Background: an optimization exercise with open tools, aiming at small area, a short achievable clock period and few clock cycles per item. Do not read the settings as production practice.
In this exercise RTL edits were held to simulation tests only and were not proved equivalent to the original.
Power figures rest on the tool's default switching activity, not on a simulated workload.

Setup of 03-18:
Design sensor_decode, start of the top module:
module sensor_decode (
    input  wire        clk,
    input  wire        rst,
    input  wire        in_valid,
    output wire        in_ready,
    input  wire [15:0] in_cmd,
    input  wire [7:0]  in_len,
    input  wire [7:0]  in_b0,
    input  wire [7:0]  in_b1,
    input  wire [7:0]  in_b2,
    output reg         out_valid,
    input  wire        out_ready,
    output wire [7:0]  out_status,
    output wire [7:0]  out_unit,
    output wire [63:0] out_f64,
    output wire [15:0] out_int
);
    wire        is_dec = (in_cmd[15:10] == 6'b001000) && (in_cmd[7:0] == 8'd0);
    wire [1:0]  op     = in_cmd[9:8];
    wire        len_ok = op[1] ? (in_len == 8'd3) : (in_len == 8'd2);
    wire [15:0] opnd   = {op[1] ? in_b2 : in_b0,
                          in_b1[7:4], in_b1[3:2] & ~{2{op[1] & op[0]}}, in_b1[1:0]};
    reg         s1_v, s2_v, sk_v, rdy;
    reg  [15:0] s1_d, sk_d;
    reg         s1_t, s1_nt, s1_h, s1_a, sk_t, sk_h, sk_a;
    reg         s1_bad, sk_bad;
    wire   en3  = ~out_valid | out_ready;
    wire   en2  = ~s2_v | en3;
    wire   en1  = ~s1_v | en2;
    assign in_ready = rdy;
    wire   take     = in_valid & ~sk_v & is_dec;    
    wire   i_t = (op == 2'd1), i_h = (op == 2'd0), i_a = op[1];
    always @(posedge clk) begin
        if (rst) begin
            s1_v <= 1'b0;
            sk_v <= 1'b0;
            rdy  <= 1'b1;
        end else if (en1) begin
            s1_v <= sk_v | take;
            sk_v <= 1'b0;
            rdy  <= 1'b1;
        end else if (take) begin
            sk_v <= 1'b1;
            rdy  <= 1'b0;
        end
    end
    always @(posedge clk) begin
        if (en1) begin
            s1_d   <= sk_v ? sk_d   : opnd;
            s1_t   <= sk_v ? sk_t   : i_t;
            s1_nt  <= sk_v ? ~sk_t  : ~i_t;
            s1_h   <= sk_v ? sk_h   : i_h;
  ...
For scale: roughly 2600 cells after synthesis, ~170 flip-flops, ~150 I/O pins, about 22000 sq um of cells after synthesis.
export LEC_CHECK = 0
export CAP_MARGIN = 20
export CORE_MARGIN = 2
export CORE_UTILIZATION = 55
export SLEW_MARGIN = 20
create_clock -name core_clock -period 35.0 [get_ports {clk}]
standard.sh (not shown) runs the stock make flow with config.mk's settings and CLKGATE_MAP_FILE= SYNTH_SCRIPT=/design/flow/synth_recipe.tcl, a recipe that flattens the netlist after the stock synthesis.
==> flow/flow/run.sh <==
#!/bin/bash
# Layout: the standard flow (standard.sh, unchanged synthesis), with
#  - ORFS's timing repair asked for more setup slack than the 35 ns clock
#    needs, so that it sizes and buffers the design's real critical paths;
#  - every port buffered with buf_1 rather than the default buffer cell.
set -euo pipefail
cd "$(dirname "$0")/.."
bash standard.sh SETUP_SLACK_MARGIN=26.9 \
    "BUFFER_PORTS_ARGS=-buffer_cell sky130_fd_sc_hd__buf_1" finish > make_finish.log 2>&1
03-18 has completed all stages; timing, DRC and antenna checks passed.
Testbench counts of 03-18, summed over its fixed seeds: cycles 32,024, items 32,000.
### 03-18 -> 07-23
-- flow/flow/run.sh --
<<< 03-18, line 3
>>> 07-23, line 3
#  - the buffers that synthesis (ABC) inserted removed at floorplan, before
#    the standard repair_design sizes and buffers the netlist again;
<<< 03-18, line 8
bash standard.sh SETUP_SLACK_MARGIN=26.9 \
>>> 07-23, line 10
bash standard.sh REMOVE_ABC_BUFFERS=1 SETUP_SLACK_MARGIN=26.9 \
==> results.txt <==
- In 07-23, the detailed-route wire length per cell came out 0.31 um below the value in 03-18.
- 07-23 vs. 03-18: fraction of area in registers was more or less identical; proportion of power drawn by the clock network went down by 0.2 points; filler cell count went up by 34.

build 19:
Starting RTL as in the previous note.
Settings: LEC_CHECK=0, CAP_MARGIN=20, CORE_MARGIN=2, CORE_UTILIZATION=40, SLEW_MARGIN=20; clock period 35.0 ns.
==> flow/flow/run.sh <==
#!/bin/bash
# Layout: the standard flow (standard.sh, unchanged synthesis), with
#  - ORFS's timing repair asked for more setup slack than the 35 ns clock
#    needs, so that it sizes and buffers the design's real critical paths;
#  - every port buffered with buf_4 rather than the default buffer cell.
set -euo pipefail
cd "$(dirname "$0")/.."
bash standard.sh SETUP_SLACK_MARGIN=26.8 \
    "BUFFER_PORTS_ARGS=-buffer_cell sky130_fd_sc_hd__buf_4" finish > make_finish.log 2>&1
Build 19: PASS, flow complete, no timing, DRC or antenna violations
Testbench counts of build 19, summed over its fixed seeds: cycles 32,024, items 32,000.
Edits applied to the flow inputs when going from build 19 to trial 15:
--- a/flow/flow/run.sh
+++ b/flow/flow/run.sh
@@ -2,0 +3,2 @@
+#  - the buffers that synthesis (ABC) inserted removed at floorplan, before
+#    the standard repair_design sizes and buffers the netlist again;
@@ -5 +7 @@
-#  - every port buffered with buf_4 rather than the default buffer cell.
+#  - every port buffered with buf_1 rather than the default buffer cell.
@@ -8,2 +10,2 @@
-bash standard.sh SETUP_SLACK_MARGIN=26.8 \
-    "BUFFER_PORTS_ARGS=-buffer_cell sky130_fd_sc_hd__buf_4" finish > make_finish.log 2>&1
+bash standard.sh REMOVE_ABC_BUFFERS=1 SETUP_SLACK_MARGIN=26.9 \
+    "BUFFER_PORTS_ARGS=-buffer_cell sky130_fd_sc_hd__buf_1" finish > make_finish.log 2>&1
--- a/flow/config.mk
+++ b/flow/config.mk
@@ -10 +10 @@
-export CORE_UTILIZATION = 40
+export CORE_UTILIZATION = 55
@@ -11,0 +12 @@
+export SYNTH_HIERARCHICAL = 1
Results
Delta (trial 15 minus build 19): met2 wirelength from detailed routing saw a decrease; total power consumption of the routed design saw a decrease; end-of-flow core utilization saw an increase; number of vias per cell after detailed routing saw an increase.
The leading cell type in the layout, fill and taps excluded comes out sky130_fd_sc_hd__inv_1 in one run and sky130_fd_sc_hd__fa_1 in the other, namely in build 19 and trial 15 respectively.
The count of sequential standard cells in trial 15 sits 1 above the value recorded for build 19.
Comparing build 19 and trial 15, the lower combinational share of power is on build 19.
Delta (trial 15 minus build 19): number of nets at the end of the flow now sits lower; effective utilization at floorplan now sits higher.

[re-timing with driven ports]
How much do the figures lean on ideal ports? The routed layouts below were timed once more, with nothing changed but the port constraints. Step 1: set_driving_cell puts a clkbuf_16 on clk and a buf_2 on each other input, an assumption about the parent block. Step 2 also shifts input and output timing later by t, the mid clock arrival at the registers, as if the neighbouring blocks saw the same clock. a / b / c = ideal ports / drivers / drivers and shift; a / b = the first two.
run	shift t [ns]	setup WS [ns]	worst register clock-pin slew, ns	worst slew at a driven data input, ns
03-18	0.517	26.998 / 26.937 / 26.591	0.08 / 0.08	0.04
07-23	0.508	26.973 / 26.917 / 26.657	0.08 / 0.08	0.04
build 19	0.532	26.948 / 26.892 / 26.626	0.07 / 0.07	0.04
trial 15	0.513	26.979 / 26.928 / 26.599	0.08 / 0.08	0.04
After both steps every run listed still meets setup and hold. For 03-18, which loses most, drivers alone change the setup slack by -0.061 ns; drivers and shift together by -0.407 ns.
